What follows belongs to an exercise in optimizing a design on an open flow for small area, a short achievable clock period and few clock cycles; a production flow would make more cautious choices.
In this exercise RTL edits were held to simulation tests only and were not proved equivalent to the original.
No activity file was given, so power comes from the tool's default toggle rates.

==> onyx: inputs <==
## tfps
module tfps (
    input  wire        clk,
    input  wire        rst,
    input  wire        cmd_valid,
    output wire        cmd_ready,
    input  wire [63:0] cmd,
    output reg         rsp_valid,
    output reg  [39:0] rsp,
    output wire        tx_valid,
    output reg  [7:0]  tx_byte,
    output reg         tx_probe,
    input  wire        tx_ready
);
Settings: LEC_CHECK=0, CAP_MARGIN=20, CORE_MARGIN=2, CORE_UTILIZATION=40, CTS_CLUSTER_DIAMETER=100, CTS_CLUSTER_SIZE=22, SLEW_MARGIN=20, SYNTH_HIERARCHICAL=1; clock period 37.0 ns.
standard.sh (not shown) runs the stock make flow with config.mk's settings and CLKGATE_MAP_FILE= SYNTH_SCRIPT=/design/flow/synth_recipe.tcl, a recipe that flattens the netlist after the stock synthesis.
==> flow/flow/run.sh <==
#!/bin/bash
set -euo pipefail
export BUFFER_PORTS_ARGS="-buffer_cell sky130_fd_sc_hd__buf_4"
bash standard.sh > standard_flow.log 2>&1
==> violet: changes against onyx <==
--- a/flow/design.v
+++ b/flow/design.v
@@ -457,26 +457,14 @@
         x_cont = q_v && !x_done;
     end
     wire       ps_tick  = q_v && !em_act && op_tick && mode_q;
     wire       ps_probe = ps_tick && probe_q && !q_a[0] && (health_trig || (scan_rdy && scan_found));
     wire       ps_wait  = ps_tick && !probe_q && tick_ok_q && scan_wrdy && scan_found_x;
     wire [3:0] ps_g     = !probe_q ? scan_g_x : health_trig ? 4'd3 : scan_g;
     wire hp_pre = q_v && !em_act && op_tick && mode_q && probe_q && !q_a[0] && health_trig;
-    wire       now_en1 = ps_tick && ((probe_q && (q_a[0] || health_trig || scan_rdy)) ||
-                                     (!probe_q && tick_ok_q && scan_wrdy));
-    wire       now_en0 = ps_tick && (probe_q || (tick_ok_q && scan_wrdy));
-    wire       now_en, hp_en;
-    tfps_lmux u_now_mux (.sel(tx_ready), .a1(now_en1), .a0(now_en0), .y(now_en));
-    tfps_lmux u_hp_mux  (.sel(tx_ready), .a1(hp_pre), .a0(1'b0), .y(hp_en));
-    wire       ph_new = !probe_q ? (sc_take ? (sc_g_q == hptr_n) : (scan_g == hptr_n))
-                                 : health_trig ? (hptr_n == 4'd3) : (scan_g == hptr_n);
-    wire       ph_old = pend_q && !pend_hit && (pend_g_q == hptr_n);
-    wire       pend_hit_n;
-    tfps_lmux u_ph_mux (.sel(tx_ready), .a1((ps_wait || ps_probe) ? ph_new : ph_old),
-                        .a0(ps_wait ? ph_new : ph_old), .y(pend_hit_n));
     wire       tick_now   = q_v && op_tick;
     wire       pend_left  = pend_q && !pend_hit;
     wire       pend_n     = pend_left || tick_now;
     wire       probe_wait = q_v && !em_act && op_tick && mode_q && !probe_q && !tick_ok_q && !pend_left;
     wire       will_last = !it_done ? (em_idx == em_last) : ((nidx == em_last) && !nres);
     wire       tick_w    = !q_a[0] && !health_trig && !scan_rdy;
     wire       ndw_dsp   = op_dsplit && (q_a <= 8'd4) && !dsp_k0 && (kh_q != 4'd0);
@@ -491,69 +479,64 @@
     wire       tick_pr   = op_tick && mode_q && probe_q;
     wire       rdy_cont  = !q_v || (em_act ? (!tx_ready || will_last) :
                                     tick_pr ? (!(tx_ready && tick_w) || (scan_cnt == 4'd10) ||
                                                (scan_cnt == 4'd11)) : nd_rdy);
     wire       scan_keep  = scan_keep_try && scan_rdy && scan_found && !scan_ones && !scan_kept;
     wire       scan_rst   = scan_restart || (scan_keep_try && !scan_keep);
     wire [3:0] scan_cnt_n = scan_rst ? 4'd0 : scan_rdy ? scan_cnt : scan_cnt + 4'd1;
-    wire        acc   = cmd_valid && ld_q && !rst_q;    
+    wire        acc   = cmd_valid && ready_q;    
     wire [7:0]  y_op  = cmd[63:56];
     wire [7:0]  y_a   = cmd[55:48];
     wire        y_fbegin = (y_op == OP_FBEGIN);
     wire        y_fend   = (y_op == OP_FEND);
     wire        y_data   = (y_op == OP_FBYTE) || (y_op == OP_FW16) || (y_op == OP_FW32);
     wire        y_multi  = (y_op == OP_FW16) || (y_op == OP_FW32) || y_fend || (y_op == OP_FBYTE);
     wire        y_emit   = mode_n && (y_fbegin || ((y_data || y_fend) && fstate_n == FS_OPEN));
-    wire [1:0]  fstate_nd = (q_v && op_fend && mode_q && (fstate_q == FS_ABANDONED)) ? FS_IDLE : fstate_q;
     wire [1:0]  fstate_ok = (q_v && em_act) ? (last_draw ? (op_fend ? FS_IDLE : FS_OPEN) : fstate_q)
-                                            : fstate_nd;
+                                            : fstate_n;
     wire        y_emit_ok = mode_n && (y_fbegin || ((y_data || y_fend) && fstate_ok == FS_OPEN));
     wire        y_tick   = (y_op == OP_TICK);
-    wire        cfg_rst    = q_v && !em_act && op_cfgwr && !mode_q &&
-                             ((q_a == 8'h02) || (q_a_ring_i && q_at_head));
-    wire        scan_rdy_p = !cfg_rst && !tick_now && ((scan_cnt == 4'd11) || scan_rdy);
+    wire        scan_rdy_p = !scan_restart && !tick_now && ((scan_cnt == 4'd11) || scan_rdy);
     wire        y_probe  = y_tick && mode_n && !pend_n;
     wire        y_ring   = ((y_op == OP_CFGRD) && (y_a[7:4] == 4'h1 || y_a[7:4] == 4'h2)) ||
                            ((y_op == OP_CFGWR) && (y_a[7:4] == 4'h1));
-    wire        rdy_c1    = !q_v || (em_act ? will_last :
-                                     tick_pr ? (!tick_w || (scan_cnt == 4'd10) || (scan_cnt == 4'd11)) :
-                                     nd_rdy);
-    wire        rdy_c0    = !q_v || em_act || tick_pr || nd_rdy;
-    wire        rdy_n1, rdy_n0;
-    tfps_rdy u_rdy (.op(y_op), .a(y_a), .cmd_valid(cmd_valid), .ready(ready_q),
-                    .pend_n(pend_n), .scan_rdy_p(scan_rdy_p), .hptr_n(hptr_n),
-                    .f_open(mode_n && (fstate_ok == FS_OPEN)), .em_draw(q_v && em_act),
-                    .c1(rdy_c1), .c0(rdy_c0), .n1(rdy_n1), .n0(rdy_n0));
-    wire        rdy_n;
-    tfps_lmux u_rdy_mux (.sel(tx_ready), .a1(rdy_n1), .a0(rdy_n0), .y(rdy_n));
+    wire        y_wait   = (y_op[4] && y_op[1] && !y_op[0] && (y_a[2:0] != 3'd0)) ||
+                           (y_op[5] && !y_op[4] && !y_op[1] && !y_op[0] &&
+                            (pend_n || (!scan_rdy_p && !y_a[0]))) ||
+                           (y_op[5] && y_op[4] && !y_op[1] && !y_a[7] && !y_a[6] &&
+                            (y_a[5] ^ y_a[4]) && (y_a[3:0] != hptr_n)) ||
+                           ((y_op[7:3] == 5'd0) && (y_op[2] || y_op[1]) && mode_n &&
+                            (fstate_ok == FS_OPEN) && (tx_ready || !(q_v && em_act)));
     wire [7:0]  fend0    = ~crc_n[7:0];
     wire        fend0_r  = resv(fend0, delim_q);
     wire [7:0]  fend0_b  = fend0_r ? d_esc : fend0;
+    wire        ya_r     = resv(y_a, delim_q);
     wire        y_p_fbegin = !y_op[2] && !y_op[1];
     wire        y_p_fend   = y_op[2] && y_op[0];
-    wire [7:0]  y_byte;
-    wire        y_res;
-    tfps_first u_first (.op(y_op[2:0]), .a(y_a), .delim(delim_q), .fend0(fend0),
-                        .fend0_b(fend0_b), .fend0_r(fend0_r), .byte0(y_byte), .res0(y_res));
+    wire [7:0]  y_byte   = y_p_fbegin ? d_start : y_p_fend ? fend0_b : (ya_r ? d_esc : y_a);
     wire [7:0]  y_it     = y_p_fend ? fend0 : y_a;
+    wire        y_res    = y_p_fend ? fend0_r : (ya_r && !y_p_fbegin);
     always @(posedge clk) begin
         hptr_q  <= hptr_n;
         lring_q <= {(clearing ? 32'd0 : pend_hit ? now_dec : lring_q[0]), lring_q[10:1]};
         iring_q <= {(iring_wr ? q_c : clearing ? 32'd0 : iring_q[0]), iring_q[10:1]};
         if (clearing) clr_q <= clr_q - 4'd1;
         if (pend_hit) pend_q <= 1'b0;
-        pend_hit <= pend_hit_n;
+        pend_hit <= (ps_wait || (ps_probe && tx_ready)) ? (ps_g == hptr_n)
+                                                      : (pend_q && !pend_hit && (pend_g_q == hptr_n));
         rsp_valid <= x_done;
         rsp       <= {r_st, r_data};
         mode_q   <= mode_n;
         fstate_q <= fstate_n;
         crc_q    <= crc_n;
-        if (now_en) now_q <= now_p1;
+        if (ps_tick && ((probe_q && (!tx_ready || q_a[0] || health_trig || scan_rdy)) ||
+                        (!probe_q && tick_ok_q && scan_wrdy)))
+            now_q <= now_p1;
         if (hc_wr)    hc_q    <= q_c;
-        if (hp_en) hp_q <= hc_q;
+        if (hp_pre && tx_ready) hp_q <= hc_q;
         if (delim_wr) delim_q <= q_c;
         if (gen_wr)   gen_q   <= q_c[10:0];
         if (sens_wr) begin
             sid_q[q_a[1:0]] <= q_c[7:0];
             sm_q[q_a[1:0]]  <= q_c[15:8];
         end
         if (rr_wr) rr_q[poll_slot] <= rr_next;
@@ -606,23 +589,25 @@
             end
         end
         txv_q    <= em_adv;
         em_act   <= em_adv;
         tx_probe <= probe_wait;
         probe_q  <= probe_wait;
         tick_ok_q <= tick_wait;
-        ready_q  <= rdy_n;
-        ld_q     <= rdy_n;
+        ready_q  <= rdy_cont;
+        ld_q     <= rdy_cont;
         if (x_done) q_v <= 1'b0;
-        if (ld_q && !rst_q) begin
+        if (ready_q) begin
             q_v      <= cmd_valid;
             txv_q    <= cmd_valid && y_emit;
             em_act   <= cmd_valid && y_emit;
             tx_probe <= cmd_valid && y_probe;
             probe_q  <= cmd_valid && y_probe;
+            ready_q  <= !cmd_valid || !y_wait;
+            ld_q     <= !cmd_valid || !y_wait;
         end
         if (ld_q) begin
             q_op     <= y_op;
             q_a      <= y_a;
             q_b      <= y_op[4] ? {cmd[31], 1'b1, 14'd0} : cmd[47:32];
             kh_q     <= {y_a[2:0] == 3'd4, y_a[2:0] == 3'd3, y_a[2:0] == 3'd2, y_a[2:0] == 3'd1};
             q_c      <= (y_op[4] && y_op[1]) ? (cmd[31:0] ^ {32{cmd[31]}}) : cmd[31:0];
@@ -663,53 +648,7 @@
             pend_hit   <= 1'b0;
             scan_cnt   <= 4'd0;
             scan_found <= 1'b0;
             scan_kept  <= 1'b0;
         end
     end
 endmodule
-module tfps_lmux (
-    input  wire sel,
-    input  wire a1,
-    input  wire a0,
-    output wire y
-);
-    assign y = sel ? a1 : a0;
-endmodule
-module tfps_rdy (
-    input  wire [7:0] op,
-    input  wire [7:0] a,
-    input  wire       cmd_valid,
-    input  wire       ready,
-    input  wire       pend_n,
-    input  wire       scan_rdy_p,
-    input  wire [3:0] hptr_n,
-    input  wire       f_open,
-    input  wire       em_draw,
-    input  wire       c1,
-    input  wire       c0,
-    output wire       n1,
-    output wire       n0
-);
-    wire wait_b = (op[4] && op[1] && !op[0] && (a[2:0] != 3'd0)) ||
-                  (op[5] && !op[4] && !op[1] && !op[0] && (pend_n || (!scan_rdy_p && !a[0]))) ||
-                  (op[5] && op[4] && !op[1] && !a[7] && !a[6] && (a[5] ^ a[4]) && (a[3:0] != hptr_n));
-    wire wait_f = (op[7:3] == 5'd0) && (op[2] || op[1]) && f_open;
-    assign n1 = ready ? (!cmd_valid || !(wait_b || wait_f)) : c1;
-    assign n0 = ready ? (!cmd_valid || !(wait_b || (wait_f && !em_draw))) : c0;
-endmodule
-module tfps_first (
-    input  wire [2:0]  op,         
-    input  wire [7:0]  a,
-    input  wire [31:0] delim,
-    input  wire [7:0]  fend0,      
-    input  wire [7:0]  fend0_b,    
-    input  wire        fend0_r,    
-    output wire [7:0]  byte0,
-    output wire        res0
-);
-    wire p_fbegin = !op[2] && !op[1];
-    wire p_fend   = op[2] && op[0];
-    wire a_r      = (a == delim[7:0]) || (a == delim[15:8]) || (a == delim[23:16]);
-    assign byte0 = p_fbegin ? delim[7:0] : p_fend ? fend0_b : (a_r ? delim[23:16] : a);
-    assign res0  = p_fend ? fend0_r : (a_r && !p_fbegin);
-endmodule
--- a/flow/config.mk
+++ b/flow/config.mk
@@ -7,8 +7,7 @@
 export LEC_CHECK = 0
 export CAP_MARGIN = 20
 export CORE_MARGIN = 2
 export CORE_UTILIZATION = 40
 export CTS_CLUSTER_DIAMETER = 100
 export CTS_CLUSTER_SIZE = 22
 export SLEW_MARGIN = 20
-export SYNTH_HIERARCHICAL = 1
==> impl_metrics.json <==
{
  "synth_top_area_frac": 0.415,
  "placed_cells": 7181,
  "status": "no timing/DRC/antenna violations",
  "clk_share": 0.0354,
  "path_clk_slew_ns": 0.09,
  "irDropWorstVdd_uv": 34.4,
  "multiInputGateArea_um2": 24300,
  "p_leak_nw": 21.7
}
the above is filed under onyx

==> impl_metrics.json <==
{
  "synth_top_area_frac": 0.414,
  "clk_share": 0.0356,
  "status": "no timing/DRC/antenna violations",
  "irDropWorstVdd_uv": 30.7,
  "p_leak_nw": 21.1,
  "multiInputGateArea_um2": 24400,
  "path_clk_slew_ns": 0.10,
  "placed_cells": 7255
}
the above is filed under violet

Testbench counts of onyx, summed over its fixed seeds: cycles 81,026.
Testbench counts of violet, summed over its fixed seeds: cycles 81,026.

========
==> run a <==
Another version of the RTL of tfps (not shown whole).
## tfps
module tfps (
    input  wire        clk,
    input  wire        rst,
    input  wire        cmd_valid,
    output wire        cmd_ready,
    input  wire [63:0] cmd,
    output reg         rsp_valid,
    output reg  [39:0] rsp,
    output wire        tx_valid,
    output reg  [7:0]  tx_byte,
    output reg         tx_probe,
    input  wire        tx_ready
);
    localparam [7:0] OP_FBEGIN = 8'h01, OP_FBYTE = 8'h02, OP_FW16 = 8'h03,
                     OP_FW32   = 8'h04, OP_FEND  = 8'h05,
                     OP_PACK   = 8'h10, OP_UNPACK = 8'h11, OP_DSPLIT = 8'h12,
                     OP_TICK   = 8'h20, OP_SETHM  = 8'h21, OP_POLL   = 8'h22,
                     OP_CFGWR  = 8'h30, OP_CFGRD  = 8'h31, OP_INIT   = 8'h32;
    localparam [7:0] ST_OK = 8'h00, ST_NONE = 8'h01, ST_CHUNK = 8'h02,
                     ST_NOTREADY = 8'h03, ST_ABANDONED = 8'h04,
                     ST_INITFAIL = 8'h0D, ST_SEQERR = 8'h0E, ST_ILLEGAL = 8'h0F;
    localparam [1:0] FS_IDLE = 2'd0, FS_OPEN = 2'd1, FS_ABANDONED = 2'd2;
    reg              mode_q;
    reg  [1:0]       fstate_q;
    reg  [15:0]      crc_q;
    reg  [31:0]      now_q;
    reg  [10:0]      gen_q;
    reg  [31:0]      hc_q;
    reg  [31:0]      hp_q;
    reg  [3:0][7:0]  sid_q;
    reg  [3:0][7:0]  sm_q;
    reg  [3:0][7:0]  rr_q;
    reg  [31:0]      delim_q;
    reg  [10:0][31:0] lring_q;     
    reg  [10:0][31:0] iring_q;     
  ...
clock: 37.0 ns
lec_check: 0
cap_margin: 20
core_margin: 2
core_utilization: 40
cts_cluster_diameter: 120
cts_cluster_size: 25
slew_margin: 20
Scripts as last shown in full above: flow/flow/run.sh
==> inputs of run b, as changes to run a <==
--- a/flow/design.v
+++ b/flow/design.v
@@ -496,17 +496,17 @@
     wire        y_ring   = ((y_op == OP_CFGRD) && (y_a[7:4] == 4'h1 || y_a[7:4] == 4'h2)) ||
                            ((y_op == OP_CFGWR) && (y_a[7:4] == 4'h1));
     wire        y_wait   = (y_op[4] && y_op[1] && !y_op[0] && (y_a[2:0] != 3'd0)) ||
                            (y_op[5] && !y_op[4] && !y_op[1] && !y_op[0] &&
                             (pend_n || (!scan_rdy_p && !y_a[0]))) ||
                            (y_op[5] && y_op[4] && !y_op[1] && !y_a[7] && !y_a[6] &&
                             (y_a[5] ^ y_a[4]) && (y_a[3:0] != hptr_n)) ||
                            ((y_op[7:3] == 5'd0) && (y_op[2] || y_op[1]) && mode_n &&
-                            (fstate_ok == FS_OPEN));
+                            (fstate_ok == FS_OPEN) && (tx_ready || !(q_v && em_act)));
     wire [7:0]  fend0    = ~crc_n[7:0];
     wire        fend0_r  = resv(fend0, delim_q);
     wire [7:0]  fend0_b  = fend0_r ? d_esc : fend0;
     wire        ya_r     = resv(y_a, delim_q);
     wire        y_p_fbegin = !y_op[2] && !y_op[1];
     wire        y_p_fend   = y_op[2] && y_op[0];
     wire [7:0]  y_byte   = y_p_fbegin ? d_start : y_p_fend ? fend0_b : (ya_r ? d_esc : y_a);
     wire [7:0]  y_it     = y_p_fend ? fend0 : y_a;
@@ -519,17 +519,19 @@
         if (pend_hit) pend_q <= 1'b0;
         pend_hit <= (ps_wait || (ps_probe && tx_ready)) ? (ps_g == hptr_n)
                                                       : (pend_q && !pend_hit && (pend_g_q == hptr_n));
         rsp_valid <= x_done;
         rsp       <= {r_st, r_data};
         mode_q   <= mode_n;
         fstate_q <= fstate_n;
         crc_q    <= crc_n;
-        if (now_inc)  now_q   <= now_p1;
+        if (ps_tick && ((probe_q && (!tx_ready || q_a[0] || health_trig || scan_rdy)) ||
+                        (!probe_q && tick_ok_q && scan_rdy)))
+            now_q <= now_p1;
         if (hc_wr)    hc_q    <= q_c;
         if (hp_pre && tx_ready) hp_q <= hc_q;
         if (delim_wr) delim_q <= q_c;
         if (gen_wr)   gen_q   <= q_c[10:0];
         if (sens_wr) begin
             sid_q[q_a[1:0]] <= q_c[7:0];
             sm_q[q_a[1:0]]  <= q_c[15:8];
         end
==> flow/config.mk (replaced) <==
export PLATFORM = sky130hd
export DESIGN_NAME = tfps
export DESIGN_NICKNAME = tfps
export VERILOG_FILES = /design/flow/design.v
export SDC_FILE = /design/flow/constraint.sdc
export NUM_CORES = 4
export LEC_CHECK = 0
export CAP_MARGIN = 20
export CORE_MARGIN = 2
export CORE_UTILIZATION = 40
export CTS_CLUSTER_DIAMETER = 100
export CTS_CLUSTER_SIZE = 22
export SLEW_MARGIN = 20
==> inputs of run c, as changes to run a <==
--- a/flow/design.v
+++ b/flow/design.v
@@ -130,16 +130,19 @@
                           (sc_g_q == 4'd8) ? 4'd6  : (sc_g_q == 4'd6) ? 4'd5 :
                           (sc_g_q == 4'd5) ? 4'd4  : (sc_g_q == 4'd4) ? 4'd3 :
                           (sc_g_q == 4'd7) ? 4'd2  : (sc_g_q == 4'd10) ? 4'd1 : 4'd0;
     wire [35:0] sc_key  = {sc_ovx[31:0], sc_rk};
     wire [35:0] sc_bkey = {scan_best, scan_rk};
     wire        sc_b    = (scan_cnt != 4'd0) && (scan_cnt != 4'd12);
     wire        sc_take = sc_b && sc_elig && (!scan_found || (sc_key > sc_bkey));
     wire        scan_rdy = (scan_cnt == 4'd12);
+    wire        scan_wrdy    = scan_rdy || (scan_cnt == 4'd11);
+    wire        scan_found_x = scan_found || sc_take;
+    wire [3:0]  scan_g_x     = sc_take ? sc_g_q : scan_g;
     wire health_trig = gen_q[3] && (hc_q != hp_q);
     localparam [109:0] LANE_W = {5'd11, 5'd10, 5'd11, 5'd11, 5'd8, 5'd9, 5'd7,
                                  5'd12, 5'd1, 5'd1, 5'd1, 5'd1, 5'd2, 5'd5,
                                  5'd15, 5'd8, 5'd9, 5'd10, 5'd8, 5'd8, 5'd2, 5'd4};
     localparam [109:0] LANE_O = {5'd21, 5'd11, 5'd0, 5'd17, 5'd9, 5'd0, 5'd25,
                                  5'd12, 5'd10, 5'd9, 5'd8, 5'd7, 5'd5, 5'd0,
                                  5'd17, 5'd9, 5'd0, 5'd22, 5'd14, 5'd6, 5'd4, 5'd0};
     wire        field_ok = (q_a <= 8'd21);
@@ -380,31 +383,31 @@
                             end else if (probe_q && health_trig) begin
                                 now_inc      = 1'b1;
                                 scan_restart = 1'b1;
                                 r_st         = ST_OK;
                                 r_data       = {28'd0, 4'd3};
                                 pend_set     = 1'b1;
                                 pend_g_n     = 4'd3;
                                 hp_wr        = 1'b1;
-                            end else if (!scan_rdy) begin
+                            end else if (probe_q ? !scan_rdy : !scan_wrdy) begin
                                 x_done      = 1'b0;
                                 tick_wait   = 1'b1;
-                                x_will_done = (scan_cnt == 4'd11);
-                            end else if (!scan_found) begin
+                                x_will_done = (scan_cnt == 4'd10) || (scan_cnt == 4'd11);
+                            end else if (!scan_found_x) begin
                                 now_inc      = 1'b1;
                                 scan_restart = 1'b1;
                                 r_st         = ST_NONE;
                             end else begin
                                 now_inc      = 1'b1;
                                 scan_restart = 1'b1;
                                 r_st         = ST_OK;
-                                r_data       = {28'd0, scan_g};
+                                r_data       = {28'd0, scan_g_x};
                                 pend_set     = 1'b1;
-                                pend_g_n     = scan_g;
+                                pend_g_n     = scan_g_x;
                             end
                         end
                     end
                     OP_SETHM: begin
                         if (mode_q) begin r_st = ST_OK; hc_wr = 1'b1; end
                     end
                     OP_POLL: begin
                         if (mode_q) begin
@@ -450,86 +453,113 @@
                     default: r_st = ST_ILLEGAL;
                 endcase
             end
         end
         x_cont = q_v && !x_done;
     end
     wire       ps_tick  = q_v && !em_act && op_tick && mode_q;
     wire       ps_probe = ps_tick && probe_q && !q_a[0] && (health_trig || (scan_rdy && scan_found));
-    wire       ps_wait  = ps_tick && !probe_q && tick_ok_q && scan_rdy && scan_found;
-    wire [3:0] ps_g     = (probe_q && health_trig) ? 4'd3 : scan_g;
+    wire       ps_wait  = ps_tick && !probe_q && tick_ok_q && scan_wrdy && scan_found_x;
+    wire [3:0] ps_g     = !probe_q ? scan_g_x : health_trig ? 4'd3 : scan_g;
+    wire       ph_new = !probe_q ? (sc_take ? (sc_g_q == hptr_n) : (scan_g == hptr_n))
+                                 : health_trig ? (hptr_n == 4'd3) : (scan_g == hptr_n);
+    wire       ph_old = pend_q && !pend_hit && (pend_g_q == hptr_n);
+    wire       pend_hit_n;
+    tfps_lmux u_ph_mux (.sel(tx_ready), .a1((ps_wait || ps_probe) ? ph_new : ph_old),
+                        .a0(ps_wait ? ph_new : ph_old), .y(pend_hit_n));
     wire hp_pre = q_v && !em_act && op_tick && mode_q && probe_q && !q_a[0] && health_trig;
     wire       tick_now   = q_v && op_tick;
     wire       pend_left  = pend_q && !pend_hit;
     wire       pend_n     = pend_left || tick_now;
     wire       probe_wait = q_v && !em_act && op_tick && mode_q && !probe_q && !tick_ok_q && !pend_left;
     wire       will_last = !it_done ? (em_idx == em_last) : ((nidx == em_last) && !nres);
     wire       tick_w    = !q_a[0] && !health_trig && !scan_rdy;
     wire       ndw_dsp   = op_dsplit && (q_a <= 8'd4) && !dsp_k0 && (kh_q != 4'd0);
     wire       ndw_tpw   = op_tick && mode_q && !probe_q && !tick_ok_q;
-    wire       ndw_tok   = op_tick && mode_q && !probe_q && tick_ok_q && !scan_rdy;
+    wire       ndw_tok   = op_tick && mode_q && !probe_q && tick_ok_q && !scan_wrdy;
     wire       ndw_ring  = ((op_cfgrd && (q_a_ring_i || q_a_ring_l)) ||
                             (op_cfgwr && !mode_q && q_a_ring_i)) && !q_at_head;
     wire       nd_rdy    = ndw_dsp  ? ((kh_q == 4'd1) && dsp_pend) :
                            ndw_tpw  ? 1'b0 :
-                           ndw_tok  ? (scan_cnt == 4'd11) :
+                           ndw_tok  ? (scan_cnt == 4'd10) :
                            ndw_ring ? (q_a[3:0] == hptr_n) : 1'b1;
     wire       tick_pr   = op_tick && mode_q && probe_q;
     wire       rdy_cont  = !q_v || (em_act ? (!tx_ready || will_last) :
-                                    tick_pr ? (!(tx_ready && tick_w) || (scan_cnt == 4'd11)) : nd_rdy);
+                                    tick_pr ? (!(tx_ready && tick_w) || (scan_cnt == 4'd10) ||
+                                               (scan_cnt == 4'd11)) : nd_rdy);
     wire       scan_keep  = scan_keep_try && scan_rdy && scan_found && !scan_ones && !scan_kept;
     wire       scan_rst   = scan_restart || (scan_keep_try && !scan_keep);
     wire [3:0] scan_cnt_n = scan_rst ? 4'd0 : scan_rdy ? scan_cnt : scan_cnt + 4'd1;
-    wire        acc   = cmd_valid && ready_q;    
+    wire        acc   = cmd_valid && ld_q && !rst_q;    
     wire [7:0]  y_op  = cmd[63:56];
     wire [7:0]  y_a   = cmd[55:48];
     wire        y_fbegin = (y_op == OP_FBEGIN);
     wire        y_fend   = (y_op == OP_FEND);
     wire        y_data   = (y_op == OP_FBYTE) || (y_op == OP_FW16) || (y_op == OP_FW32);
     wire        y_multi  = (y_op == OP_FW16) || (y_op == OP_FW32) || y_fend || (y_op == OP_FBYTE);
     wire        y_emit   = mode_n && (y_fbegin || ((y_data || y_fend) && fstate_n == FS_OPEN));
+    wire [1:0]  fstate_nd = (q_v && op_fend && mode_q && (fstate_q == FS_ABANDONED)) ? FS_IDLE : fstate_q;
     wire [1:0]  fstate_ok = (q_v && em_act) ? (last_draw ? (op_fend ? FS_IDLE : FS_OPEN) : fstate_q)
-                                            : fstate_n;
+                                            : fstate_nd;
     wire        y_emit_ok = mode_n && (y_fbegin || ((y_data || y_fend) && fstate_ok == FS_OPEN));
     wire        y_tick   = (y_op == OP_TICK);
-    wire        scan_rdy_p = !scan_restart && !tick_now && ((scan_cnt == 4'd11) || scan_rdy);
+    wire        cfg_rst    = q_v && !em_act && op_cfgwr && !mode_q &&
+                             ((q_a == 8'h02) || (q_a_ring_i && q_at_head));
+    wire        scan_rdy_p = !cfg_rst && !tick_now && ((scan_cnt == 4'd11) || scan_rdy);
     wire        y_probe  = y_tick && mode_n && !pend_n;
     wire        y_ring   = ((y_op == OP_CFGRD) && (y_a[7:4] == 4'h1 || y_a[7:4] == 4'h2)) ||
                            ((y_op == OP_CFGWR) && (y_a[7:4] == 4'h1));
     wire        y_wait   = (y_op[4] && y_op[1] && !y_op[0] && (y_a[2:0] != 3'd0)) ||
                            (y_op[5] && !y_op[4] && !y_op[1] && !y_op[0] &&
                             (pend_n || (!scan_rdy_p && !y_a[0]))) ||
                            (y_op[5] && y_op[4] && !y_op[1] && !y_a[7] && !y_a[6] &&
                             (y_a[5] ^ y_a[4]) && (y_a[3:0] != hptr_n)) ||
-                           ((y_op[7:3] == 5'd0) && (y_op[2] || y_op[1]) && mode_n &&
-                            (fstate_ok == FS_OPEN));
+                           y_wait_f;
+    wire        y_wait_f0 = (y_op[7:3] == 5'd0) && (y_op[2] || y_op[1]) && mode_n &&
+                            (fstate_ok == FS_OPEN);
+    wire        y_wait_f  = y_wait_f0 && (tx_ready || !(q_v && em_act));
+    wire        y_wait_b  = (y_op[4] && y_op[1] && !y_op[0] && (y_a[2:0] != 3'd0)) ||
+                            (y_op[5] && !y_op[4] && !y_op[1] && !y_op[0] &&
+                             (pend_n || (!scan_rdy_p && !y_a[0]))) ||
+                            (y_op[5] && y_op[4] && !y_op[1] && !y_a[7] && !y_a[6] &&
+                             (y_a[5] ^ y_a[4]) && (y_a[3:0] != hptr_n));
+    wire        rdy_c1    = !q_v || (em_act ? will_last :
+                                     tick_pr ? (!tick_w || (scan_cnt == 4'd10) || (scan_cnt == 4'd11)) :
+                                     nd_rdy);
+    wire        rdy_c0    = !q_v || em_act || tick_pr || nd_rdy;
+    wire        rdy_n1    = ready_q ? (!cmd_valid || !(y_wait_b || y_wait_f0)) : rdy_c1;
+    wire        rdy_n0    = ready_q ? (!cmd_valid || !(y_wait_b || (y_wait_f0 && !(q_v && em_act))))
+                                    : rdy_c0;
+    wire        rdy_n;
+    tfps_lmux u_rdy_mux (.sel(tx_ready), .a1(rdy_n1), .a0(rdy_n0), .y(rdy_n));
     wire [7:0]  fend0    = ~crc_n[7:0];
     wire        fend0_r  = resv(fend0, delim_q);
     wire [7:0]  fend0_b  = fend0_r ? d_esc : fend0;
     wire        ya_r     = resv(y_a, delim_q);
     wire        y_p_fbegin = !y_op[2] && !y_op[1];
     wire        y_p_fend   = y_op[2] && y_op[0];
     wire [7:0]  y_byte   = y_p_fbegin ? d_start : y_p_fend ? fend0_b : (ya_r ? d_esc : y_a);
     wire [7:0]  y_it     = y_p_fend ? fend0 : y_a;
     wire        y_res    = y_p_fend ? fend0_r : (ya_r && !y_p_fbegin);
     always @(posedge clk) begin
         hptr_q  <= hptr_n;
         lring_q <= {(clearing ? 32'd0 : pend_hit ? now_dec : lring_q[0]), lring_q[10:1]};
         iring_q <= {(iring_wr ? q_c : clearing ? 32'd0 : iring_q[0]), iring_q[10:1]};
         if (clearing) clr_q <= clr_q - 4'd1;
         if (pend_hit) pend_q <= 1'b0;
-        pend_hit <= (ps_wait || (ps_probe && tx_ready)) ? (ps_g == hptr_n)
-                                                      : (pend_q && !pend_hit && (pend_g_q == hptr_n));
+        pend_hit <= pend_hit_n;
         rsp_valid <= x_done;
         rsp       <= {r_st, r_data};
         mode_q   <= mode_n;
         fstate_q <= fstate_n;
         crc_q    <= crc_n;
-        if (now_inc)  now_q   <= now_p1;
+        if (ps_tick && ((probe_q && (!tx_ready || q_a[0] || health_trig || scan_rdy)) ||
+                        (!probe_q && tick_ok_q && scan_wrdy)))
+            now_q <= now_p1;
         if (hc_wr)    hc_q    <= q_c;
         if (hp_pre && tx_ready) hp_q <= hc_q;
         if (delim_wr) delim_q <= q_c;
         if (gen_wr)   gen_q   <= q_c[10:0];
         if (sens_wr) begin
             sid_q[q_a[1:0]] <= q_c[7:0];
             sm_q[q_a[1:0]]  <= q_c[15:8];
         end
@@ -582,27 +612,25 @@
                 res_q  <= nres;
             end
         end
         txv_q    <= em_adv;
         em_act   <= em_adv;
         tx_probe <= probe_wait;
         probe_q  <= probe_wait;
         tick_ok_q <= tick_wait;
-        ready_q  <= rdy_cont;
-        ld_q     <= rdy_cont;
+        ready_q  <= rdy_n;
+        ld_q     <= rdy_n;
         if (x_done) q_v <= 1'b0;
-        if (ready_q) begin
+        if (ld_q && !rst_q) begin
             q_v      <= cmd_valid;
             txv_q    <= cmd_valid && y_emit;
             em_act   <= cmd_valid && y_emit;
             tx_probe <= cmd_valid && y_probe;
             probe_q  <= cmd_valid && y_probe;
-            ready_q  <= !cmd_valid || !y_wait;
-            ld_q     <= !cmd_valid || !y_wait;
         end
         if (ld_q) begin
             q_op     <= y_op;
             q_a      <= y_a;
             q_b      <= y_op[4] ? {cmd[31], 1'b1, 14'd0} : cmd[47:32];
             kh_q     <= {y_a[2:0] == 3'd4, y_a[2:0] == 3'd3, y_a[2:0] == 3'd2, y_a[2:0] == 3'd1};
             q_c      <= (y_op[4] && y_op[1]) ? (cmd[31:0] ^ {32{cmd[31]}}) : cmd[31:0];
             dr_q     <= 4'd0;
@@ -641,8 +669,16 @@
             pend_q     <= 1'b0;
             pend_hit   <= 1'b0;
             scan_cnt   <= 4'd0;
             scan_found <= 1'b0;
             scan_kept  <= 1'b0;
         end
     end
 endmodule
+module tfps_lmux (
+    input  wire sel,
+    input  wire a1,
+    input  wire a0,
+    output wire y
+);
+    assign y = sel ? a1 : a0;
+endmodule
==> flow/config.mk (replaced) <==
export PLATFORM = sky130hd
export DESIGN_NAME = tfps
export DESIGN_NICKNAME = tfps
export VERILOG_FILES = /design/flow/design.v
export SDC_FILE = /design/flow/constraint.sdc
export NUM_CORES = 4
export LEC_CHECK = 0
export CAP_MARGIN = 20
export CORE_MARGIN = 2
export CORE_UTILIZATION = 40
export CTS_CLUSTER_DIAMETER = 100
export CTS_CLUSTER_SIZE = 22
export SLEW_MARGIN = 20
export SYNTH_HIERARCHICAL = 1
==> summary of the runs <==
- Run a completed with no timing, DRC or antenna violations. Run c produced a clean layout. Run b finished with timing, DRC and antenna clean.
- Core utilization is about the same in run b and run a.
- Flip-flop and latch count is the same in run c and run b.
- Combinational power, highest first: run a, run b, run c.
- Against run a, the synthesized area of run b is lower by 0.57%.
- The highest die area belongs to run a, the lowest to run b.
- Register-to-register slack, highest first: run c, run b, run a.
Testbench counts of run a, summed over its fixed seeds: cycles 82,089.
Testbench counts of run b, summed over its fixed seeds: cycles 81,682.
Testbench counts of run c, summed over its fixed seeds: cycles 81,026.

==> re-timing with driven ports <==
The flow's constraints put no driver on any port. The routed layouts listed below were extracted and timed again, unchanged, in two steps.
Step 1 sets driving cells, clkbuf_16 on the clock port and buf_2 on the other inputs (assumed; they add their load-dependent delay and slew).
Step 2, shift: input delay + t, output delay - t, t = (earliest + latest rising clock arrival at the registers) / 2. This alone moves slack from input paths to output paths.
a / b / c = ideal / step 1 / step 2; a / b = the first two.
run	t (ns)	setup slack, ns	worst hold slack (ns)
onyx	0.763	28.302 / 28.228 / 27.708	0.317 / 0.317 / 0.317
violet	0.787	28.077 / 28.058 / 27.271	0.319 / 0.319 / 0.319
run a	0.800	28.112 / 28.028 / 27.298	0.322 / 0.322 / 0.322
run b	0.746	28.051 / 28.078 / 27.332	0.311 / 0.311 / 0.311
run c	0.768	28.194 / 28.249 / 27.482	0.319 / 0.319 / 0.319
After both steps every run listed still meets setup and hold. For run a, which loses most, drivers alone change the setup slack by -0.084 ns; drivers and shift together by -0.814 ns.
